Context: an optimization exercise on an open-source flow, tuned for small area. The choices shown serve that exercise and are no tape-out recipe. Function was checked by simulation only, so behaviour that the tests miss may differ from the original. The clock port is modelled as an ideal driver; clocking choices that lean on that would not hold on a real chip. Power figures rest on the tool's default switching activity, not on a simulated workload.

== run 1 ==
// lcdnut_core
module lcdnut_core (
    input  wire        clk,
    input  wire        rst,
    input  wire        tick,
    input  wire [8:0]  cfg_prog_len,
    input  wire [15:0] cfg_t_half,
    input  wire [15:0] cfg_t_bit,
    input  wire [15:0] cfg_t_poll,
    input  wire [15:0] cfg_t_setup,
    input  wire [15:0] cfg_t_strobe,
    input  wire [15:0] cfg_t_proc,
    input  wire [15:0] cfg_t_pause,
    input  wire [15:0] cfg_t_pwrup,
    input  wire [2:0]  cfg_pin_rs,
    input  wire [2:0]  cfg_pin_e,
    input  wire [2:0]  cfg_pin_rx,
    input  wire [2:0]  cfg_pin_d0,
    input  wire [2:0]  cfg_pin_d1,
    input  wire [2:0]  cfg_pin_d2,
    input  wire [2:0]  cfg_pin_d3,
    input  wire [7:0]  cfg_cmd_8bit,
    input  wire [7:0]  cfg_cmd_4bit,
    input  wire [7:0]  cfg_cmd_func,
    input  wire [7:0]  cfg_cmd_dispon,
    input  wire [7:0]  cfg_cmd_entry,
    input  wire        cfg_oneshot_high,
    output wire [7:0]  prog_addr,
    input  wire [15:0] prog_data,
    output wire [7:0]  rom_addr,
    input  wire [7:0]  rom_data,
    input  wire [7:0]  pin_i,
    output wire [7:0]  pin_o,
    output wire [7:0]  pin_oe,
    output wire        halted,
    output wire        fault,
    output wire [2:0]  fault_code,
    output wire [8:0]  fault_pc,
    output wire [15:0] fault_word
);
Size: about 630 cells after synthesis, roughly 67 flip-flops, ~300 I/O pins.
==> flow/config.mk <==
export PLATFORM = sky130hd
export DESIGN_NAME = lcdnut_core
export DESIGN_NICKNAME = lcdnut_core
export VERILOG_FILES = /design/flow/design.v
export SDC_FILE = /design/flow/constraint.sdc
export NUM_CORES = 4
export LEC_CHECK = 0
export CAP_MARGIN = 20
export CORE_MARGIN = 2
export CORE_UTILIZATION = 40
export SLEW_MARGIN = 20
export BUFFER_PORTS_ARGS = -buffer_cell sky130_fd_sc_hd__buf_1
export CTS_ARGS = -sink_clustering_enable -repair_clock_nets -buf_list sky130_fd_sc_hd__clkbuf_8 -dont_use_dummy_load
==> flow/constraint.sdc <==
create_clock -name core_clock -period 10.0 [get_ports {clk}]
set_input_delay 2.0000 -clock core_clock [delete_from_list [all_inputs] [get_ports {clk}]]
set_output_delay 2.0000 -clock core_clock [all_outputs]
set_load 0.01 [all_outputs]
standard.sh (not shown) runs the stock make flow with config.mk's settings and CLKGATE_MAP_FILE= SYNTH_SCRIPT=/design/flow/synth_recipe.tcl, a recipe that flattens the netlist after the stock synthesis.
==> flow/flow/run.sh <==
#!/bin/bash
# Layout flow: the standard flow (standard.sh) with these changes, none of
# which touches the design's constraints (clock, I/O delays, loads):
#  - synthesis is the standard flow's own script (synth_recipe.tcl: ORFS synth.tcl with
#    -nofsm -noshare, then flatten and renaming), except that the final ABC
#    technology mapping uses the area-oriented script flow/area.abc; the
#    register mapping (dfflibmap) happens before ABC and is unchanged;
#  - flow/extra.mk is appended to config.mk: the port buffers that ORFS puts
#    on every input and output use the smallest buffer cell (buf_1), and
#    the clock tree options.
# Each tool's output goes to the ORFS logs under orfs/logs; the make output
# goes to standard.log in this folder.
set -euo pipefail
W=$(pwd)
cat flow/extra.mk >> config.mk
sed "s#log_cmd abc {\*}\$abc_args#set abc_args [lreplace \$abc_args 1 1 $W/flow/area.abc]\n  log_cmd abc {*}\$abc_args#" \
    "$FLOW_HOME/scripts/synth.tcl" > "$W/synth_area.tcl"
grep -q "flow/area.abc" "$W/synth_area.tcl"
sed "s#source \$::env(SCRIPTS_DIR)/synth.tcl#source $W/synth_area.tcl#" synth_recipe.tcl > "$W/area_synth.tcl"
grep -q "synth_area.tcl" "$W/area_synth.tcl"
sed "s#SYNTH_SCRIPT=[^ ]*#SYNTH_SCRIPT=$W/area_synth.tcl#" standard.sh > "$W/area_standard.sh"
grep -q "SYNTH_SCRIPT=$W/area_synth.tcl" "$W/area_standard.sh"
bash "$W/area_standard.sh" > standard.log 2>&1
==> flow/flow/area.abc <==
&get -n
&st
&deepsyn -T 30
&dch
&nf -R 1000 -p -C 32 -F 8
&put
topo
dnsize -c
==> flow/flow/extra.mk <==
export BUFFER_PORTS_ARGS = -buffer_cell sky130_fd_sc_hd__buf_1
export CTS_ARGS = -sink_clustering_enable -repair_clock_nets -buf_list sky130_fd_sc_hd__clkbuf_8 -dont_use_dummy_load
Run 1 reached the end of the flow, and the finished layout is clean on the timing, DRC and antenna checks.
#### Input delta (run 2 over run 1)
- setting CTS_BUF_LIST to sky130_fd_sc_hd__clkbuf_8 for the first time
- removing CTS_ARGS (formerly -sink_clustering_enable -repair_clock_nets -buf_list sky130_fd_sc_hd__clkbuf_8 -dont_use_dummy_load)
==> flow/flow/run.sh <==
#!/bin/bash
# Layout flow: the standard flow (standard.sh), with two changes that do
# not touch the design's constraints:
#  - synthesis is the standard flow's own script (synth_recipe.tcl, i.e. ORFS synth.tcl
#    with -nofsm -noshare, flatten and renaming), except that the final ABC
#    technology mapping uses the area-oriented script flow/area.abc; the
#    register mapping (dfflibmap) happens before ABC and is unchanged;
#  - the port buffers that ORFS inserts on every input and output use the
#    smallest buffer cell (buf_1).
# Each tool's output goes to the ORFS logs under orfs/logs; the make output
# goes to standard.log in this folder.
set -euo pipefail
W=$(pwd)
echo 'export BUFFER_PORTS_ARGS = -buffer_cell sky130_fd_sc_hd__buf_1' >> config.mk
sed "s#log_cmd abc {\*}\$abc_args#set abc_args [lreplace \$abc_args 1 1 $W/flow/area.abc]\n  log_cmd abc {*}\$abc_args#" \
    "$FLOW_HOME/scripts/synth.tcl" > "$W/synth_area.tcl"
grep -q "flow/area.abc" "$W/synth_area.tcl"
sed "s#source \$::env(SCRIPTS_DIR)/synth.tcl#source $W/synth_area.tcl#" synth_recipe.tcl > "$W/area_synth.tcl"
grep -q "synth_area.tcl" "$W/area_synth.tcl"
sed "s#SYNTH_SCRIPT=[^ ]*#SYNTH_SCRIPT=$W/area_synth.tcl#" standard.sh > "$W/area_standard.sh"
grep -q "SYNTH_SCRIPT=$W/area_synth.tcl" "$W/area_standard.sh"
bash "$W/area_standard.sh" > standard.log 2>&1
==> flow/flow/area.abc <==
&get -n
&st
&dch
&nf -R 1000 -p -C 32 -F 8
&put
topo
dnsize -c
removed: flow/flow/extra.mk
==> run notes <==
Compared run 2 vs run 1, and power is down in run 2. Against run 1, post-route standard cell area excluding fillers in run 2 came out worse. Lower post-placement setup slack goes to run 2 over run 1. In the tables for run 1 and run 2, transition at the pin with the smallest max-transition slack reads lower with run 2. On combinational share of power: between run 1 and run 2, it ends up lower for run 2. Mux contribution to synthesized area: run 2 > run 1. Run 2 vs run 1: arrival time at the worst endpoint up in run 2.
Changes in run 3 relative to run 2:
- changing SLEW_MARGIN from 20 to 0
- setting GPL_TIMING_DRIVEN to 0 for the first time
- changing CAP_MARGIN from 20 to 0
### Flow results
Compared to run 2, the routing of run 3 uses less wire. Run 2 -> run 3: total placed cells including tap cells increased slightly. Taking run 2 as the reference point, the layout-stage area growth over the synthesis result of run 3 rises by 1.4 points. Of run 3 and run 2, the higher count of clock-buffer cells in the layout belongs to run 2. The lower end-of-flow core utilization of run 3 and run 2 is in run 2.

========
== v32 ==
lcdnut_core, a different RTL version from the one above (not shown whole).
Size in the first run: roughly 650 cells after synthesis.
export LEC_CHECK = 0
export CAP_MARGIN = 0
export CORE_MARGIN = 2
export CORE_UTILIZATION = 40
export SLEW_MARGIN = 0
export BUFFER_PORTS_ARGS = -buffer_cell sky130_fd_sc_hd__buf_1
export CTS_ARGS = -sink_clustering_enable -repair_clock_nets -buf_list sky130_fd_sc_hd__clkbuf_4 -dont_use_dummy_load
export POST_CTS_TCL = /design/flow/flow/post_cts.tcl
create_clock -name core_clock -period 10.0 [get_ports {clk}]
==> flow/flow/run.sh <==
#!/bin/bash
# Layout flow: the standard flow (standard.sh) with these changes, none of
# which touches the design's constraints (clock, I/O delays, loads):
#  - synthesis is the standard flow's own script (synth_recipe.tcl: ORFS synth.tcl with
#    -nofsm -noshare, then flatten and renaming), except that the final ABC
#    technology mapping uses the area-oriented script flow/area.abc; the
#    register mapping (dfflibmap) happens before ABC and is unchanged;
#    and yosys's half/full adder extraction is skipped, so that ABC maps
#    the (ripple) arithmetic with the rest of the logic;
#  - flow/extra.mk is appended to config.mk: the port buffers that ORFS puts
#    on every input and output use the smallest buffer cell (buf_1), and
#    the clock tree options;
#  - flow/post_cts.tcl runs at the end of clock tree synthesis (ORFS's
#    POST_CTS_TCL hook): it upsizes leaf clock buffers that drive many
#    flip-flops, to keep the clock-pin slew low.
# Each tool's output goes to the ORFS logs under orfs/logs; the make output
# goes to standard.log in this folder.
set -euo pipefail
W=$(pwd)
cat flow/extra.mk >> config.mk
# after clock tree synthesis: upsize overloaded leaf clock buffers
if [[ -f flow/post_cts.tcl ]]; then
    echo "export POST_CTS_TCL = $W/flow/post_cts.tcl" >> config.mk
fi
sed "s#log_cmd abc {\*}\$abc_args#set abc_args [lreplace \$abc_args 1 1 $W/flow/area.abc]\n  log_cmd abc {*}\$abc_args#" \
    "$FLOW_HOME/scripts/synth.tcl" > "$W/synth_area.tcl"
grep -q "flow/area.abc" "$W/synth_area.tcl"
# no extraction of half/full adders: ABC maps the ripple logic itself
sed -i 's#\[dont_use_adder_kinds\] ne "none"#[dont_use_adder_kinds] ne "none" \&\& 0#' "$W/synth_area.tcl"
grep -q 'ne "none" && 0' "$W/synth_area.tcl"
sed "s#source \$::env(SCRIPTS_DIR)/synth.tcl#source $W/synth_area.tcl#" synth_recipe.tcl > "$W/area_synth.tcl"
grep -q "synth_area.tcl" "$W/area_synth.tcl"
sed "s#SYNTH_SCRIPT=[^ ]*#SYNTH_SCRIPT=$W/area_synth.tcl#" standard.sh > "$W/area_standard.sh"
grep -q "SYNTH_SCRIPT=$W/area_synth.tcl" "$W/area_standard.sh"
bash "$W/area_standard.sh" > standard.log 2>&1
==> flow/flow/area.abc <==
&get -n
&st
&deepsyn -T 30
&dch
&nf -R 1000 -p -C 32 -F 8
&put
topo
dnsize -c
Other scripts of this flow, unchanged in this note and not shown: flow/flow/extra.mk, flow/flow/post_cts.tcl
Edits applied to the flow inputs when going from v32 to v31:
Settings: CORE_UTILIZATION changed from 40 to 50; CAP_MARGIN changed from 0 to 10; SLEW_MARGIN changed from 0 to 10.
--- outcome ---
- Per the final summary, v31 finished and its layout is clean on timing, DRC and antenna.
- Area growth from synthesis to layout was lower in v31 than in v32.
- Relative to v32, the power density over the cells of v31 is lower by 1.2 nW/µm².
- v31 vs. v32: layout sequential cell count shows no meaningful change, worst hold slack shows an increase of 0.026 ns, final cell count shows a reduction of 34, total power shows a reduction of about 1.3%.
Here is what was changed in the inputs of v49 compared with v31.
Settings: SLEW_MARGIN: 10 -> 20; CAP_MARGIN: 10 -> 20; CORE_UTILIZATION: 50 -> 40.
==> run notes <==
Area of placed instances: v49 > v31. v49 — total power about 1.3% higher, v31 as reference. Slew at the pin closest to its max-slew limit in v49 is 0.077 ns above v31.
### v49 -> v54
==> flow/flow/area.abc <==
&get -n
&st
&deepsyn -T 30
&dch
&nf -R 1000 -p -C 32 -F 8
&put
topo
buffer -c
dnsize -c
==> comparison <==
When v54 is set beside v49, its average vias per placed instance turns out to be 0.17 smaller. In v54 the aggregate global-route resource usage turned out 0.62 points lower than in v49. There was hardly any difference in combinational share of power between v49 and v54. Min part of the total power dissipated in the clock network across v54 and v49: v54.

separate check: timing with driven ports:
Ports are ideal in the flow. The routed layouts listed here were re-timed in OpenROAD.
Step 1, drivers: a clkbuf_16 drives clk and a buf_2 each remaining input, both assumed.
Step 2 adds t to the input delays and takes it off the output delays; t is the mean of the earliest and latest rising clock arrival at the registers after step 1. Input paths then give back, and output paths get back, about the clock's delay inside the block.
Three values: no drivers, after step 1, after step 2; two values: the first two.
run	shift t [ns]	setup slack, ns	worst data-port slew with drivers (ns)
run 1	0.381	3.570 / 3.546 / 3.546	0.08
run 2	0.380	1.978 / 1.959 / 1.655	0.07
run 3	0.382	1.924 / 1.906 / 1.560	0.07
v32	0.473	3.690 / 3.666 / 3.666	0.06
v31	0.443	3.880 / 3.852 / 3.852	0.07
v49	0.473	3.690 / 3.666 / 3.666	0.06
v54	0.469	3.912 / 3.889 / 3.889	0.07
After both steps every run listed still meets setup and hold. The setup slack of run 3, which loses most, moves by -0.018 ns with the drivers and by -0.364 ns with both steps.
